Background: an optimization exercise with open tools, aiming at small area, a short achievable clock period and few clock cycles per item. Do not read the settings as production practice. Where RTL was checked, it was by simulation tests only, not by an equivalence proof against the original. No functional check of the RTL was part of run 1. Power figures rest on the tool's default switching activity, not on a simulated workload.

==> design.v <==
module sfd_tx (
    input  wire        clk,
    input  wire        rst,
    input  wire        in_valid,
    input  wire [7:0]  in_op,
    input  wire [7:0]  in_dest,
    input  wire [7:0]  in_byte,
    input  wire        in_last,
    input  wire        in_empty,
    output wire        in_ready,
    output wire        tx_valid,
    output wire [7:0]  tx_byte,
    input  wire        tx_ready
);
    localparam [7:0] MARKER       = 8'h1B;
    localparam [7:0] LIT_SENTINEL = 8'h1C;
    localparam [7:0] OP_DATA      = 8'h44;
    reg  [7:0]  buf_mem [0:31];
    reg  [5:0]  top;           
    reg         pf_v;          
    reg  [7:0]  pf_b;
    reg         in_rdy;        
    reg         in_cmd;        
    reg         ib_v;          
    reg  [7:0]  ib_byte;
    reg         ib_last;
    reg         ib_empty;
    reg         col_isd;       
    reg  [7:0]  col_op;
    reg  [7:0]  col_dest;
    reg  [5:0]  cnt;           
    reg         pair;          
    reg         s_pend;        
    reg         col_closed;    
    reg         carry;         
    reg         carry_last;    
    reg         cap;           
    reg         rdy_valid;
    reg  [7:0]  rdy_op;
    reg  [7:0]  rdy_dest;
    reg  [5:0]  rdy_end;       
    reg         active;        
    reg  [5:0]  pos;           
    reg         pos_last;      
    reg         out_src;       
    reg  [5:0]  out_end;       
    reg  [15:0] seq;
    reg         tx_v;
    reg  [7:0]  tx_b;
    assign in_ready = in_rdy;
    assign tx_valid = tx_v;
    assign tx_byte  = tx_b;
    function [5:0] inc6(input [5:0] x);
        inc6 = x ^ {&x[4:0], &x[3:0], &x[2:0], &x[1:0], x[0], 1'b1};
    endfunction
    function [5:0] dec6(input [5:0] x);
        dec6 = x ^ {~|x[4:0], ~|x[3:0], ~|x[2:0], ~|x[1:0], ~x[0], 1'b1};
    endfunction
    function [4:0] inc5(input [4:0] x);
        inc5 = x ^ {&x[3:0], &x[2:0], &x[1:0], x[0], 1'b1};
    endfunction
    wire        fire     = in_valid && in_rdy;
    wire        consume  = ib_v && cap;
    wire        is_mk    = (ib_byte == MARKER) && !ib_empty;
    wire        is_m     = col_isd && is_mk;
    wire        two      = is_m && pair;
    wire        c30      = (cnt == 6'd39);
    wire        c31      = (cnt == 6'd40);
    wire        nofit    = two && c31;
    wire [5:0]  cnt1     = inc6(cnt);
    wire [5:0]  cnt2     = {inc5(cnt[5:1]), cnt[0]};
    wire [5:0]  ncnt     = two ? cnt2 : cnt1;
    wire        close    = ib_last || ib_empty || c31 || (c30 && two);
    wire [5:0]  close_len = ib_empty ? cnt : nofit ? 6'd40 : ncnt;
    reg  [7:0]  hdr;
    always @(*) begin
        case (pos[3:0])
            4'd0, 4'd1, 4'd2: hdr = MARKER;
            4'd4:             hdr = seq[15:8];
            4'd5:             hdr = seq[7:0];
            4'd6:             hdr = out_src ? col_op : rdy_op;
            4'd7:             hdr = out_src ? col_dest : rdy_dest;
            4'd9:             hdr = {2'b00, out_end - 6'd9};
            default:          hdr = 8'h00;
        endcase
    end
    wire        in_body  = (pos >= 6'd10);
    wire [7:0]  next_b   = in_body ? pf_b : hdr;
    wire        adv      = !tx_v || tx_ready;  
    wire        ready_b  = !in_body || pf_v;   
    wire        emit     = adv && active && ready_b;
    wire        idle     = adv && !active;
    wire        done     = emit && pos_last;
    wire        want     = done || idle;
    wire        take_rdy = want && rdy_valid;
    wire        take_col = want && !rdy_valid && col_closed;
    wire        pos_lt8  = (pos[5:3] == 3'd0);
    wire        hold     = active && pos_lt8;
    wire        to_rdy   = col_closed && !take_col && !rdy_valid && !(hold && !out_src);
    wire        col_move = take_col || to_rdy;
    wire        push     = emit || take_rdy || take_col;
    wire [7:0]  push_b   = emit ? next_b : MARKER;
    wire        rd       = emit && in_body;
    reg  [7:0]  rdata;
    integer k;
    always @(*) begin
        rdata = 8'h00;
        for (k = 0; k < 32; k = k + 1)
            rdata = rdata | (buf_mem[k] & {8{top[4:0] == k}});
    end
    wire        buf_rd   = !top[5] && (!pf_v || rd);
    wire        occ31    = (top == 6'd30);
    wire        occ32    = (top == 6'd31);
    wire        wr_in    = consume && !ib_empty;
    wire        wr_s     = s_pend && !occ32;
    wire        wr       = wr_in || wr_s;
    wire        full_n   = !buf_rd && (occ32 || (occ31 && wr));
    wire        spend_n  = consume ? (two && !nofit) : (s_pend && !wr_s);
    wire        closed_n = (consume && close) || (col_closed && (col_move ? carry_last : 1'b1));
    wire        cap_n    = !spend_n && !closed_n && !full_n;
    wire        ibv_n    = fire || (ib_v && !consume);
    wire        active_n = want ? (take_rdy || take_col) : active;
    wire        lt8_n    = emit ? (done || (pos[5:3] == 3'd0 && pos[2:0] != 3'd7)) : (idle || pos_lt8);
    wire        src_n    = take_rdy ? 1'b0 : take_col ? 1'b1 : out_src;
    wire        in_cmd_n = fire ? !(in_last || in_empty) : in_cmd;
    wire        colbusy_n = ibv_n || closed_n || (active_n && lt8_n && src_n);
    wire        in_rdy_n = (!ibv_n || cap_n) && !(!in_cmd_n && colbusy_n);
    integer i;
    always @(posedge clk) begin
        if (wr) begin
            for (i = 31; i > 0; i = i - 1)
                buf_mem[i] <= buf_mem[i - 1];
            buf_mem[0] <= s_pend ? LIT_SENTINEL : ib_byte;
        end
        if (in_rdy) begin
            ib_byte  <= in_byte;
            ib_last  <= in_last;
            ib_empty <= in_empty;
        end
        if (in_rdy && !in_cmd) begin
            col_op   <= in_op;
            col_dest <= in_dest;
            col_isd  <= (in_op == OP_DATA);
        end
        if (to_rdy) begin
            rdy_op   <= col_op;
            rdy_dest <= col_dest;
            rdy_end  <= cnt;
        end
        if (take_rdy) begin
            out_src  <= 1'b0;
            out_end  <= rdy_end;
        end
        if (take_col) begin
            out_src  <= 1'b1;
            out_end  <= cnt;
        end
        if (buf_rd)
            pf_b <= rdata;
        if (adv)
            tx_b <= push_b;
    end
    always @(posedge clk) begin
        if (rst) begin
            top        <= 6'h3F;
            pf_v       <= 1'b0;
            in_rdy     <= 1'b1;
            in_cmd     <= 1'b0;
            ib_v       <= 1'b0;
            cnt        <= 6'd9;
            pair       <= 1'b0;
            s_pend     <= 1'b0;
            col_closed <= 1'b0;
            carry      <= 1'b0;
            carry_last <= 1'b0;
            cap        <= 1'b1;
            rdy_valid  <= 1'b0;
            active     <= 1'b0;
            pos        <= 6'd0;
            pos_last   <= 1'b0;
            seq        <= 16'h0000;
            tx_v       <= 1'b0;
        end else begin
            if (wr && !buf_rd)
                top <= inc6(top);
            else if (buf_rd && !wr)
                top <= dec6(top);
            pf_v <= buf_rd || (pf_v && !rd);
            in_rdy <= in_rdy_n;
            in_cmd <= in_cmd_n;
            ib_v   <= ibv_n;
            cap    <= cap_n;
            s_pend <= spend_n;
            if (adv)
                tx_v <= push;
            if (emit) begin
                if (done) begin
                    seq      <= (seq == 16'hFFFE) ? 16'h0000 : seq + 16'd1;
                    pos      <= 6'd0;
                    pos_last <= 1'b0;
                end else begin
                    pos      <= pos + 6'd1;
                    pos_last <= (pos + 6'd1 == out_end);
                end
            end else if (idle) begin
                pos      <= 6'd1;
                pos_last <= 1'b0;
            end
            if (want)
                active <= take_rdy || take_col;
            if (take_rdy)
                rdy_valid <= 1'b0;
            if (to_rdy)
                rdy_valid <= 1'b1;
            if (col_move) begin
                col_closed <= carry_last;
                cnt        <= carry ? 6'd10 : 6'd9;
                pair       <= carry;
                carry      <= 1'b0;
                carry_last <= 1'b0;
            end
            if (consume) begin
                if (close) begin
                    col_closed <= 1'b1;
                    cnt        <= close_len;
                    carry      <= nofit;
                    carry_last <= nofit && ib_last;
                end else begin
                    cnt        <= ncnt;
                    pair       <= is_m && !pair;
                end
            end
        end
    end
endmodule
==> flow/run.sh <==
#!/bin/bash
# The standard layout (the standard.sh, ORFS make targets), with one change:
# the port buffers that buffer_ports inserts are sky130_fd_sc_hd__buf_4 cells
# instead of the default choice (clkdlybuf4s50_1, a slow delay cell).
# Each tool's output goes to a log of its own: ORFS keeps its per-step logs
# under orfs/logs/, and make's own output goes to make_finish.log here.
set -euo pipefail
bash standard.sh "BUFFER_PORTS_ARGS=-buffer_cell sky130_fd_sc_hd__buf_4" finish > make_finish.log 2>&1
==> standard.sh <==
#!/bin/bash
# synth_recipe.tcl (not shown) runs the flow's synth.tcl, then flattens the netlist and writes it again
# the make line also repeats each setting of config.mk as NAME=value (left out here)
make -C /OpenROAD-flow-scripts/flow DESIGN_CONFIG=/design/flow/config.mk WORK_HOME=/design/flow/orfs CLKGATE_MAP_FILE= SYNTH_SCRIPT=/design/flow/synth_recipe.tcl "${@:-finish}"
==> config.mk <==
export PLATFORM = sky130hd
export DESIGN_NAME = sfd_tx
export DESIGN_NICKNAME = sfd_tx
export VERILOG_FILES = /design/flow/design.v
export SDC_FILE = /design/flow/constraint.sdc
export NUM_CORES = 4
export LEC_CHECK = 0
export CAP_MARGIN = 20
export CORE_MARGIN = 2
export CORE_UTILIZATION = 65
export CTS_CLUSTER_DIAMETER = 120
export CTS_CLUSTER_SIZE = 28
export PLACE_DENSITY = 0.75
export SETUP_SLACK_MARGIN = 3.65
export SLEW_MARGIN = 20
==> constraint.sdc <==
create_clock -name core_clock -period 6.0 [get_ports {clk}]
set_input_delay 1.2000 -clock core_clock [delete_from_list [all_inputs] [get_ports {clk}]]
set_output_delay 1.2000 -clock core_clock [all_outputs]
set_load 0.01 [all_outputs]
==> summary.md, run 1 <==
| Metric | Value |
|---|---|
| CP top delay family | simple AND/OR/NAND/NOR gates |
| DR vias/cell | 6.99 |
| Sequential area share after synthesis | 0.673 |
| Total CTS buffers | 17 |
| Reg2Reg Depth | 12 |
| Max-slew headroom | 0.387 |
| FILL cells | 1507 |
| Initial Util | 0.662 |
| Skew-Pair Late Insertion Delay | between 0.5 and 0.6 ns |
| Crit end category | register |
| Critical path destination | top[5] |
| First-pass GRT wire length | around 60000 um |
| Core footprint | 0.0242 mm^2 |
| Synthesized flop and latch total | between 300 and 400 |
| Fmax | ~0.42 GHz |
| Outcome | timing/DRC/antenna clean |
| FP Rows | 57 |
| Clock Tree Buf Depth | 3 |
| WP buf/inv | 1 |
| Clock transition at path regs | 0.12 ns |
| CP max-delay cell | dfxtp_4 |
| CTS sink count | 376 |
| Hold path start | buf_mem[14][1] |
| Htree depth | 1 |
| GP Congestion | 0.921 |
| Initial antenna violation count | 1 |
| Ys Warns | 2 |
| Leak | 0.00624 uW |
| Nets@finish | 1298 |
| Vias in the first global route | ~10000 |
| Drt wl/cell | 26.1 um |
| Fin. Hold Viols | 0 |
| Fin area | between 0.015 and 0.02 mm^2 |
| Reg-to-reg endpoint | top[5] |
| Die width | 161 um |
| Die Ht | around 160 um |
| Cell Chain, Critical Path | ha_4 -> o31ai_4 -> buf_6 -> and2_4 -> o21ai_4 -> nand2b_4 -> ha_4 -> nand4_1 -> nor3_2 -> a31oi_1 -> or3_1 -> nand3_1 |
| Root Buffer Master | clkbuf_16 |
| Drt first pass iters | 5 |
| Max_cap viols | 0 |
| Worst Tran Pin Value | 0.918 ns |
| P&R area growth vs syn | 13.9% |
| Finished Layout Cells | 1588 |
| P per Cell Area | 262 mW/mm^2 |
| Synth Flop Type | edfxtp_1 |
| Startpoint types | register |
| Distinct cells, synth | slightly below 80 |
| Critical path arrival | approximately 2.9 ns |
| Final clock skew | roughly 0.041 ns |
| DRT antenna net count | 0 |
| DRT iter0 DRCs | 1832 |
| Hold WS | 0.447 ns |
| Buffers on Ports | 39 |
| Dpl cells | 1487 |
| CP required | 6.47 ns |
| Drt drc | 0 |
| Final setup viols | 0 |
| RSZ-0062 raised after global routing | true |
| Post-synth EDFFs | ~330 |
| Post-synth ARST share | 0 |
| Fin. max-slew vios | 0 |
| Largest net degree at the start of global routing | 104 |
| WL final | 41500 um |
| Total Routing Usage GR | 0.313 |
| Final min period | 2.37 ns |
| Most used cell along the critical path | ha_4 |
| HP Class | reg -> reg |
| Worst setup startpoint | pos[1] |
| Final Cycle Share | 0.395 |
| # IOs | 40 |
| Share of cells above drive strength 1 | 0.200 |
| Via count of the routed design | 11100 |
| CTS tree | yes |
| Mapped Area | 0.0161 mm^2 |
| Mean Syn Cell Area | 13.6 um^2 |
| Post-Syn Nets | 1222 |
| CP Depth | 12 |
| CP max FO | 6 |
| FF-to-FF setup slack | 3.63 ns |
| Global route overflow | 0 |
| Reg2reg start | pos[1] |
| Setup TNS | 0 ns |
| Final total power | 4790 uW |
| Placed cell area | roughly 0.017 mm^2 |
| Post-Synthesis Cells | about 1200 |
| Hold-fix buffers, CTS | 0 |
| Maximum VDD drop | 249 uV |
| HPWL after DPL | 25000 um |
| Crit path largest cell delay | 0.40 ns |
| Critical path class | reg -> reg |
| Die area | 0.0260 mm^2 |
[layout make-up]
cell class	instances	area, um^2	share of cell area
flip-flops and latches	376	10800	0.593
multi-input cells	710	5180	0.284
repair buffers	124	1270	0.0695
clock buffers	28	467	0.0255
well taps	324	405	0.0222
inverters	24	103	0.00561
clock inverters	1	16.3	0.000890
diodes	1	2.50	0.000137
[cells in the mapped netlist (11+ instances only)]
master    instances  area share
a221oi_1         11      0.0060
edfxtp_1        327        0.61
dfxtp_1          49       0.061
ha_1             15       0.012
o21ai_0          53       0.017
a21oi_1          43       0.013
a32oi_1          12      0.0065
a22o_1           17      0.0093
buf_2            24      0.0075
nor4_1           11      0.0043
xnor2_1          12      0.0065
nand4_1          13      0.0051
a211oi_1         11      0.0051
mux2i_1          27       0.017
inv_1            23      0.0054
clkbuf_1         40      0.0094
a22oi_1          35       0.016
or3_1            17      0.0066
nand2_1          59       0.014
nor2b_1          20      0.0078
nand3_1          66       0.021
mux2_2           31       0.022
nor2_1           43       0.010
nand2b_1         14      0.0055
nor3_1           17      0.0053
[what timing repair did]
item / in CTS / in global routing
gates cloned: 8 / 3
setup buffers: 39 / 21
endpoints found under the setup margin: 309 / 174
pin swaps: 13 / 15
resized for setup: 66 / 33
[sequential cells by signal (all words and copies together), names as in the netlist, 8 cells and up]
| name | count |
|---|---|
| col_dest | 8 |
| col_op | 8 |
| ib_byte | 8 |
| tx_b | 8 |
| rdy_op | 8 |
| seq | 16 |
| buf_mem | 256 |
| pf_b | 8 |
| rdy_dest | 8 |
[through the flow]
| stage | utilization | setup slack [ns] |
|---|---|---|
| 2_1_floorplan | - | 2.88 |
| 3_3_place_gp | 0.689 | 2.83 |
| 3_5_place_dp | 0.689 | 2.75 |
| 4_1_cts | 0.738 | 3.61 |
| 5_1_grt | 0.754 | 3.54 |
| 6_report | 0.754 | 3.63 |
[where the power goes]
part,leakage [uW],switching [uW],total (uW),internal (uW)
Sequential,0.00342,81.9,3040,2960
Clock,0.000230,790,1340,550
Combinational,0.00260,240,404,164
[kinds of logic after synthesis]
kind of cell | synth area share
flip-flops | 0.673
AND/OR/NAND/NOR | 0.115
AO/OA/AOI/OAI | 0.124
buffers and inverters | 0.0250
multiplexers | 0.0400
XOR/XNOR | 0.0109
adder cells (fa/ha/maj) | 0.0117
[how the worst min path moves through the flow]
stage / end / slack (ns) / cells after the start
after global placement: buf_mem[12][1] / 0.42 / 0
after floorplan: buf_mem[26][0] / 0.42 / 0
after CTS: buf_mem[30][0] / 0.45 / 0
after detailed placement: buf_mem[6][7] / 0.43 / 0
final: buf_mem[15][1] / 0.45 / 0
after global routing: buf_mem[18][1] / 0.46 / 0
[routing by layer]
metal,GRT usage,routed length [um],vias up,part of all wire
li1,-,-,4807,-
met1,0.486,17200,5435,0.42
met2,0.438,17800,744,0.43
met3,0.0714,4970,121,0.12
met4,0.112,1560,0,0.037
met5,0,0,-,0
[placed cells by master, fill, tap and decap left out, types with 10 or more instances in the layout]
master | netlist | routed
xnor2_1 | 12 | 12
a22o_1 | 17 | 17
a32oi_1 | 12 | 11
a221oi_1 | 11 | 10
nor2_1 | 43 | 41
ha_1 | 15 | 13
nand2b_1 | 14 | 10
nor3_1 | 17 | 15
a21oi_1 | 43 | 40
buf_4 | 0 | 95
o2bb2ai_1 | 10 | 10
mux2i_1 | 27 | 27
buf_12 | 0 | 10
or3_1 | 17 | 16
nand2_1 | 59 | 56
nor4_1 | 11 | 11
a22oi_1 | 35 | 33
clkbuf_16 | 0 | 20
mux2_2 | 31 | 31
inv_1 | 23 | 19
o21ai_0 | 53 | 51
nor2b_1 | 20 | 17
dfxtp_1 | 49 | 38
nand3_1 | 66 | 66
nand4_1 | 13 | 13
edfxtp_1 | 327 | 327
clkbuf_1 | 40 | 11
==> run 2, diff against run 1 <==
--- a/design.v
+++ b/design.v
@@ -41,7 +41,6 @@
     reg  [5:0]  rdy_end;       
     reg         active;        
     reg  [5:0]  pos;           
-    reg         pos_last;      
     reg         out_src;       
     reg  [5:0]  out_end;       
     reg  [15:0] seq;
@@ -90,6 +89,7 @@
     wire        ready_b  = !in_body || pf_v;   
     wire        emit     = adv && active && ready_b;
     wire        idle     = adv && !active;
+    wire        pos_last = (pos == out_end);
     wire        done     = emit && pos_last;
     wire        want     = done || idle;
     wire        take_rdy = want && rdy_valid;
@@ -177,7 +177,6 @@
             rdy_valid  <= 1'b0;
             active     <= 1'b0;
             pos        <= 6'd0;
-            pos_last   <= 1'b0;
             seq        <= 16'h0000;
             tx_v       <= 1'b0;
         end else begin
@@ -195,16 +194,13 @@
                 tx_v <= push;
             if (emit) begin
                 if (done) begin
-                    seq      <= (seq == 16'hFFFE) ? 16'h0000 : seq + 16'd1;
-                    pos      <= 6'd0;
-                    pos_last <= 1'b0;
+                    seq <= (seq == 16'hFFFE) ? 16'h0000 : seq + 16'd1;
+                    pos <= 6'd0;
                 end else begin
-                    pos      <= pos + 6'd1;
-                    pos_last <= (pos + 6'd1 == out_end);
+                    pos <= pos + 6'd1;
                 end
             end else if (idle) begin
-                pos      <= 6'd1;
-                pos_last <= 1'b0;
+                pos <= 6'd1;
             end
             if (want)
                 active <= take_rdy || take_col;
==> flow/run.sh (replaced) <==
#!/bin/bash
# The standard layout (the standard.sh, ORFS make targets), with two changes:
# the port buffers that buffer_ports inserts are sky130_fd_sc_hd__buf_4 cells
# instead of the default choice (clkdlybuf4s50_1, a slow delay cell), and
# ORFS's power recovery after global routing is switched on.
# Each tool's output goes to a log of its own: ORFS keeps its per-step logs
# under orfs/logs/, and make's own output goes to make_finish.log here.
set -euo pipefail
bash standard.sh "BUFFER_PORTS_ARGS=-buffer_cell sky130_fd_sc_hd__buf_4" RECOVER_POWER=100 finish > make_finish.log 2>&1
==> run 2 against run 1 <==
Compared with the run above:
- now fails the layout checks on capacitance limit, slew limit
- non-clock buffer count is 50 lower
- sequential power hardly changed
- synthesized cell count is 12% lower
- fmax is 29% lower
- global-route usage is 1.8 points lower
- total power is 3.6% lower
- routed wire length is 13% lower
- clock power hardly changed
- final cell count is 12% lower
- clock skew is 0.015 ns lower
- critical path depth is 8 lower
- critical path type unchanged
- critical endpoint is now buf_mem[16][1]
- largest power group unchanged
- highest routed layer unchanged
==> summary.md, run 2 <==
| Metric | Value |
|---|---|
| Outcome | failed layout checks |
| SO Faults | capacitance limit, slew limit |
| CP max FO | 38 |
| Final Cycle Share | 0.556 |
| Htree depth | 1 |
| CP required | about 6.2 ns |
| Clock transition at path regs | 0.10 ns |
| Max-slew headroom | -0.321 |
| Distinct cells, synth | 73 |
| Largest Register | buf_mem |
| Mean Syn Cell Area | between 10 and 15 um^2 |
| Antenna cells | 0 |
| Placed cell area | 0.0157 mm^2 |
| Post-synth ARST share | 0 |
| RSZ-0062 raised after global routing | true |
| Mapped Area | 0.0150 mm^2 |
| Highest-count cells in the layout ignoring fill and taps | edfxtp_1 (327), a22oi_1 (138), nand2_1 (65), nor2_1 (60), dfxtp_1 (40) |
| Fin area | between 0.015 and 0.02 mm^2 |
| Final setup viols | 0 |
| # IOs | 40 |
| Root Buffer Master | clkbuf_16 |
| Clock Tree Buf Depth | 3 |
| Skew-Pair Late Insertion Delay | 0.53 ns |
| Synthesized flop and latch total | 375 |
| Critical path arrival | 3.53 ns |
| Top cells by count, synth | edfxtp_1 (327), a22oi_1 (138), nor2_1 (86) |
| DR vias/cell | around 7 |
| Die Ht | 156 um |
| Setup TNS | 0 ns |
| Synth Flop Type | edfxtp_1 |
| Die width | 156 um |
| Post-Synthesis Cells | 1034 |
| Drt first pass iters | 6 |
| Post-synth top area share | 0.657 |
| Final clock skew | 0.0253 ns |
| Most frequent cell after synthesis | edfxtp_1 |
| P&R area growth vs syn | 9.72% |
| HPWL after DPL | between 20000 and 25000 um |
| Startpoint types | register |
| Sequential area share after synthesis | 0.721 |
| Dpl cells | approximately 1300 |
| Worst Tran Pin Value | 1.98 ns |
| Commonest non-fill, non-tap cell in the layout | edfxtp_1 |
| Fmax | 0.300 GHz |
| Vias in the first global route | 8873 |
| Total Routing Usage GR | 0.295 |
| Final total power | 4610 uW |
| FILL cells | 1480 |
| Post-synth EDFFs | 327 |
| Layout Utilization | 0.725 |
| DRT iter0 DRCs | approximately 1300 |
| CTS sink count | 375 |
| Largest net degree at the start of global routing | 62 |
| Buffers on Ports | 39 |
| Final min period | 3.34 ns |
| Drt drc | 0 |
| DRT antenna net count | 0 |
| First-pass GRT wire length | 53200 um |
| Total CTS buffers | 17 |
| Leak | 0.00535 uW |
| Finished Layout Cells | 1395 |
| Critical path class | reg -> reg |
| Fin. Hold Viols | 0 |
| Share of cells above drive strength 1 | 0.126 |
| Core footprint | 0.0226 mm^2 |
| Max_cap viols | 1 |
| Nets@finish | ~1100 |
| Drt wl/cell | approximately 26 um |
| Max FFs per register | about 260 |
| P per Cell Area | between 200 and 300 mW/mm^2 |
| Post-Syn Nets | roughly 1100 |
| GP Congestion | 0.878 |
| Initial Util | 0.660 |
| Ys Warns | 2 |
| Fin. max-slew vios | 30 |
| HP Class | reg -> reg |
| Crit end category | register |
| Largest regs | buf_mem: 256 flops, seq: 16 flops |
| WL final | around 36000 um |
| Synth area leader | edfxtp_1 |
| Die area | 0.0242 mm^2 |
| Initial antenna violation count | 0 |
| FP Rows | 55 |
| Maximum VDD drop | around 260 uV |
| Synth area leaders | edfxtp_1 (66%), a22oi_1 (6.9%), dfxtp_1 (6.4%) |
| Global route overflow | 0 |
| Via count of the routed design | around 9600 |
| CTS tree | yes |
## run 2: changes by cell type after synthesis, moves of 10 or more
| cell | delta |
|---|---|
| a22oi_1 | +103 |
| nand3_1 | -50 |
| buf_2 | -20 |
| a21oi_1 | -11 |
| o21ai_0 | -34 |
| nor2_1 | +43 |
| clkbuf_1 | -18 |
| a32oi_1 | -11 |
| mux2_2 | -23 |
| nand4_1 | +12 |
| a22o_1 | -16 |
| o2bb2ai_1 | -10 |
| nand2_1 | +10 |
| mux2i_1 | -24 |
## run 2: final cells by class
class	instances	area, um^2	share of cell area
Clock buffer	28	467	0.0285
Clock inverter	1	20.0	0.00122
Inverter	17	65.1	0.00397
Multi-Input combinational cell	615	4200	0.256
Tap cell	285	357	0.0217
Sequential cell	375	10800	0.658
Timing Repair Buffer	74	502	0.0306
## run 2: power breakdown
group	switching [uW]	leakage, uW	internal (uW)
clock	780	0.000232	552
sequential	63.0	0.00340	2950
combinational	181	0.00171	90.2
## run 2: metal layers
metal | wire, um | GRT usage
met5 | 0 | 0
met4 | 1100 | 0.0882
met2 | 16000 | 0.428
met1 | 15100 | 0.452
met3 | 4120 | 0.0697
## run 2: worst max-delay path, stage by stage, from the launching register on
cell and delay [ns]:
dfxtp_1 0.38, nand2_1 0.26, o22ai_1 0.41, clkbuf_1 1.47, buf_6 0.47
## run 2: timing repair
item | in CTS | in global routing
resized for setup | 60 | 41
pin swaps | 8 | 6
setup buffers | 14 | 8
hold buffers | 0 | 0
cloned | 2 | 1
hold endpoints to repair | 0 | 0
endpoints found under the setup margin | 281 | 257
## run 2: worst paths after layout
path	startpoint	end	slack [ns]	cells after the start
setup / recovery	ib_v	buf_mem[16][1]	2.66	4
hold / removal	buf_mem[3][5]	buf_mem[4][5]	0.44	0
setup reg to reg	ib_v	buf_mem[16][1]	2.66	4
hold reg to reg	buf_mem[3][5]	buf_mem[4][5]	0.44	0
## run 2: logic make-up after synthesis
group,synth area share
flip-flops,0.721
XOR/XNOR,0.0164
AO/OA/AOI/OAI,0.123
AND/OR/NAND/NOR,0.106
adder cells (fa/ha/maj),0.0126
multiplexers,0.00879
buffers and inverters,0.0129
## run 2: metrics by stage
stage                     hold slack (ns)  worst slack, ns
after floorplan                     0.420           -0.124
after global placement              0.425             2.88
after detailed placement            0.434             2.75
after CTS                           0.446             3.60
after global routing                0.449             2.45
final                               0.442             2.66
Testbench counts of run 2, summed over its fixed seeds: cycles 47,888, bytes 31,638.

## what the ideal ports hide
In the flow no input, the clock included, has a driving cell. The finished layouts below were timed again as built, in two steps.
Step 1 assumes that a clkbuf_16 drives the clock port and a buf_2 every other input.
Step 2, shift: input delay + t, output delay - t, t = (earliest + latest rising clock arrival at the registers) / 2. This alone moves slack from input paths to output paths.
Three values: ideal, step 1, step 2; two values: the first two.
| run | shift t [ns] | setup WS [ns] | worst register clock-pin slew, ns | worst slew at a driven data input, ns |
|---|---|---|---|---|
| run 1 | 0.567 | 3.628 / 3.618 / 3.125 | 0.12 / 0.12 | 0.04 |
| run 2 | 0.564 | 2.661 / 2.661 / 2.183 | 0.12 / 0.12 | 0.04 |
For run 1, which loses most, drivers alone change the setup slack by -0.010 ns; drivers and shift together by -0.503 ns.
